Source: an optimization exercise on an open RTL-to-GDS flow (aim: small area). Production flows keep margins and buffers that such runs may drop. Only simulation tests tie the RTL to the original design; equivalence was not proved. Power is estimated from default activity; no workload was simulated.

## labibus_core
module labibus_core (
    input  wire         clk,
    input  wire         rst,
    input  wire         host_valid,
    output wire         host_ready,
    input  wire [1:0]   host_op,
    input  wire [7:0]   host_id,
    input  wire [15:0]  host_poll,
    input  wire [127:0] host_desc,
    input  wire [4:0]   host_desc_len,
    input  wire [63:0]  host_unit,
    input  wire [3:0]   host_unit_len,
    input  wire [31:0]  host_value,
    input  wire         rx_valid,
    input  wire [7:0]   rx_data,
    output wire         rx_ready,
    input  wire         turn_elapsed,
    input  wire         settle_elapsed,
    output wire         tx_valid,
    output reg  [7:0]   tx_data,
    input  wire         tx_ready,
    output wire         txc_clr,
    input  wire         txc,
    output reg          de,
    output reg          de_oe,
    output reg          uart_cfg_valid
);
Settings: LEC_CHECK=0, CAP_MARGIN=20, CORE_MARGIN=2, CORE_UTILIZATION=45, PLACE_DENSITY=0.65, SLEW_MARGIN=20; clock period 20.0 ns.
standard.sh (not shown) runs the stock make flow with config.mk's settings and CLKGATE_MAP_FILE= SYNTH_SCRIPT=/design/flow/synth_recipe.tcl, a recipe that flattens the netlist after the stock synthesis.
==> flow/flow/run.sh <==
#!/bin/bash
set -euo pipefail
export BUFFER_PORTS_ARGS="-buffer_cell sky130_fd_sc_hd__buf_1"
export CTS_ARGS="-sink_clustering_enable -repair_clock_nets -dont_use_dummy_load -sink_clustering_size 12 -sink_clustering_max_diameter 40 -buf_list {sky130_fd_sc_hd__clkbuf_4}"
bash standard.sh > standard_flow.log 2>&1
Rerun with:
--- a/flow/design.v
+++ b/flow/design.v
@@ -149,39 +149,44 @@
     end
     wire [2:0] sel = any_hit ? hit_idx : n_occ[2:0];
     wire       hostmode = (st == S_HW) || (st == S_HC) || (st == S_HL) || (st == S_HA);
     wire       key7     = hostmode ? host_id[7] : rid[7];
     wire       key      = hostmode ? host_id[c2[2:0]] : rid[c2[2:0]];
     wire       found_lookup = any_hit && !key7;
     wire       found_find   = any_hit || !n_occ[3];
     wire [3:0] mh_sel = mh_all[4*sel +: 4];
     wire       bh_sel = bh_all[sel];
-    wire [191:0] hring;      
+    wire [255:0] hring;
     genvar gh;
     generate
-        for (gh = 0; gh < 24; gh = gh + 1) begin : hmap
-            if (gh >= 8) begin : d
-                assign hring[8*gh +: 8] = {host_desc[8*(23-gh) +: 4], host_desc[8*(23-gh) + 4 +: 4]};
+        for (gh = 0; gh < 64; gh = gh + 1) begin : hmap
+            localparam integer HI = gh / 16;
+            localparam integer LO = gh % 16;
+            localparam integer BA = (((7 - LO / 2) & 7) << 2) | (3 - HI);    
+            localparam integer NB = (LO % 2 == 0) ? 4 : 0;                   
+            if (LO < 4) begin : none
+                assign hring[4*gh +: 4] = 4'h0;
+            end else if (BA >= 8) begin : d
+                assign hring[4*gh +: 4] = host_desc[8*(23-BA) + NB +: 4];
             end else begin : u
-                assign hring[8*gh +: 8] = {host_unit[8*(7-gh) +: 4], host_unit[8*(7-gh) + 4 +: 4]};
+                assign hring[4*gh +: 4] = host_unit[8*(7-BA) + NB +: 4];
             end
         end
     endgenerate
-    reg  [47:0]  c1_oh;
     reg  [3:0]   hnib;
     integer q;
     always @(*) begin
-        for (q = 0; q < 48; q = q + 1) c1_oh[q] = (c1 == q);
         hnib = 4'h0;
-        for (q = 0; q < 48; q = q + 1) hnib = hnib | ({4{c1_oh[q]}} & hring[4*q +: 4]);
+        for (q = 0; q < 64; q = q + 1)
+            if (q % 16 >= 4) hnib = hnib | ({4{c1 == q}} & hring[4*q +: 4]);
     end
-    wire         hkeep = (c1[5] || c1[4]) ? ({1'b0, ~c1[5], ~c1[3:1]} < host_desc_len)
-                                          : ({1'b0, ~c1[3:1]} < host_unit_len);
+    wire         hkeep = !(c1[3] && c1[2]) ? ({1'b0, c1[3], c1[1], c1[5:4]} < host_desc_len)
+                                           : ({1'b0, c1[1], c1[5:4]} < host_unit_len);
     assign wnib = hkeep ? hnib : 4'h0;
     reg sbit;
     always @(*) begin
         if (c2 < 6'd32)       sbit = host_value[~c2[4:0]];
         else if (c2 < 6'd48)  sbit = host_poll[~c2[3:0]];
         else                  sbit = host_id[c2[2:0]];
     end
     wire conf_wr = (host_op == OP_CONFIGURE) && (host_desc_len != 5'd0) && found_find;
     wire set_wr  = (host_op == OP_SET_VALUE) && found_lookup;
@@ -267,27 +272,27 @@
     wire [3:0] br_inc   = inc_wrap ? 4'd0 : br[3:0] + {3'd0, inc_c};
     wire       br_clear = (st == S_IDLE) || (st == S_HW) || (st == S_HC) || (st == S_HL) ||
                           (st == S_HA) || (st == S_EW) || (st == S_EC);
     wire [3:0] br_in    = br_clear ? 4'h0 :
                           cv_step  ? {br_adj[2:0], (ph_eff == 4'd0) ? dd_bit : carry} :
                           inc_step ? br_inc :
                                      br[3:0];
     always @(posedge clk) begin
         uart_cfg_valid <= 1'b0;
-        c1 <= (c1 == 6'd47) ? 6'd0 : c1 + 6'd1;
+        c1 <= (c1[3:0] == 4'd15) ? {c1[5:4] + 2'd1, 4'd4} : c1 + 6'd1;
         c2 <= (c2 >= 6'd5) ? c2 - 6'd5 : c2 + 6'd51;
         br <= {br_in, br[43:4]};
         ph <= (ph_eff == 4'd10) ? 4'd0 : ph_eff + 4'd1;
         if (cv_step) carry <= br_adj[3];
         else if (inc_step) carry <= inc_wrap;
         if (rst) begin
             st    <= S_IDLE;
-            c1    <= 6'd0;
+            c1    <= 6'd4;
             c2    <= 6'd0;
             n_occ <= 4'd0;
             fa_n  <= 5'd0;
             de    <= 1'b0;
             de_oe <= 1'b0;
         end else begin
             if ((st == S_HW || st == S_EW) && c2_last)
                 m <= 8'hFF;
             else if ((st == S_HC || st == S_EC) && c2 >= 6'd48 && !c2_last)
@@ -394,19 +399,19 @@
                         else if (r_poll && a == 5'd6)  st <= S_DOT;
                         else begin a <= a - 5'd1;      st <= S_DIG; end
                     end
                 end
                 S_DOT:   if (tx_fire) begin a <= a - 5'd1; st <= S_DIG; end
                 S_BAR1:  if (tx_fire) begin
                     a  <= 5'd23;
                     st <= r_poll ? S_CRC : S_F0;
                 end
-                S_F0: if (c1 == {a, 1'b0}) begin
+                S_F0: if (c1 == {~a[1:0], ~a[4:2], 1'b0}) begin
                     rid     <= {rid[3:0], mh_sel};
                     st      <= S_F1;
                 end
                 S_F1: begin
                     rid     <= {rid[3:0], mh_sel};
                     st      <= S_CHR;
                 end
                 S_CHR: if (tx_fire) begin
                     if (cb_end) begin
Effect: The new run completed with no timing, DRC or antenna violations. Wire length goes down by 8.3%. Worst setup slack got worse by 0.028 ns. Fmax goes down by 0.31%. Sequential share of layout area came out higher by 0.24 points. Power went up by 1.3%. Die area barely changes. Combinational power climbs by 15%. Cell area goes down by 0.31%. Synthesized cell count went down by 2.3%. Sequential power barely changes. Register-to-register slack got worse by 0.08 ns. Worst hold slack gets better by 0.027 ns.

==> static timing again, ports no longer ideal <==
The results above use ideal ports. As a check the final layouts listed here were re-extracted and re-timed, cells and wires unchanged.
Step 1: set_driving_cell puts a clkbuf_16 on clk and a buf_2 on each other input, an assumption about the parent block.
Step 2, shift: input delay + t, output delay - t, t = (earliest + latest rising clock arrival at the registers) / 2. This alone moves slack from input paths to output paths.
Slacks: no drivers / after step 1 / after step 2; pairs: no drivers / after step 1.
| run | t (ns) | slack for setup (ns) | latest minus earliest clock arrival (ns) | worst register clock-pin slew, ns | worst data-port slew with drivers (ns) |
|---|---|---|---|---|---|
| the first run | 1.078 | 11.169 / 11.148 / 11.148 | 0.131 / 0.131 | 0.12 / 0.12 | 0.08 |
| the second run | 1.069 | 11.141 / 11.115 / 11.115 | 0.128 / 0.128 | 0.12 / 0.12 | 0.11 |
After both steps every run listed still meets setup and hold. For the second run, which loses most, drivers alone change the setup slack by -0.026 ns; drivers and shift together by -0.026 ns.
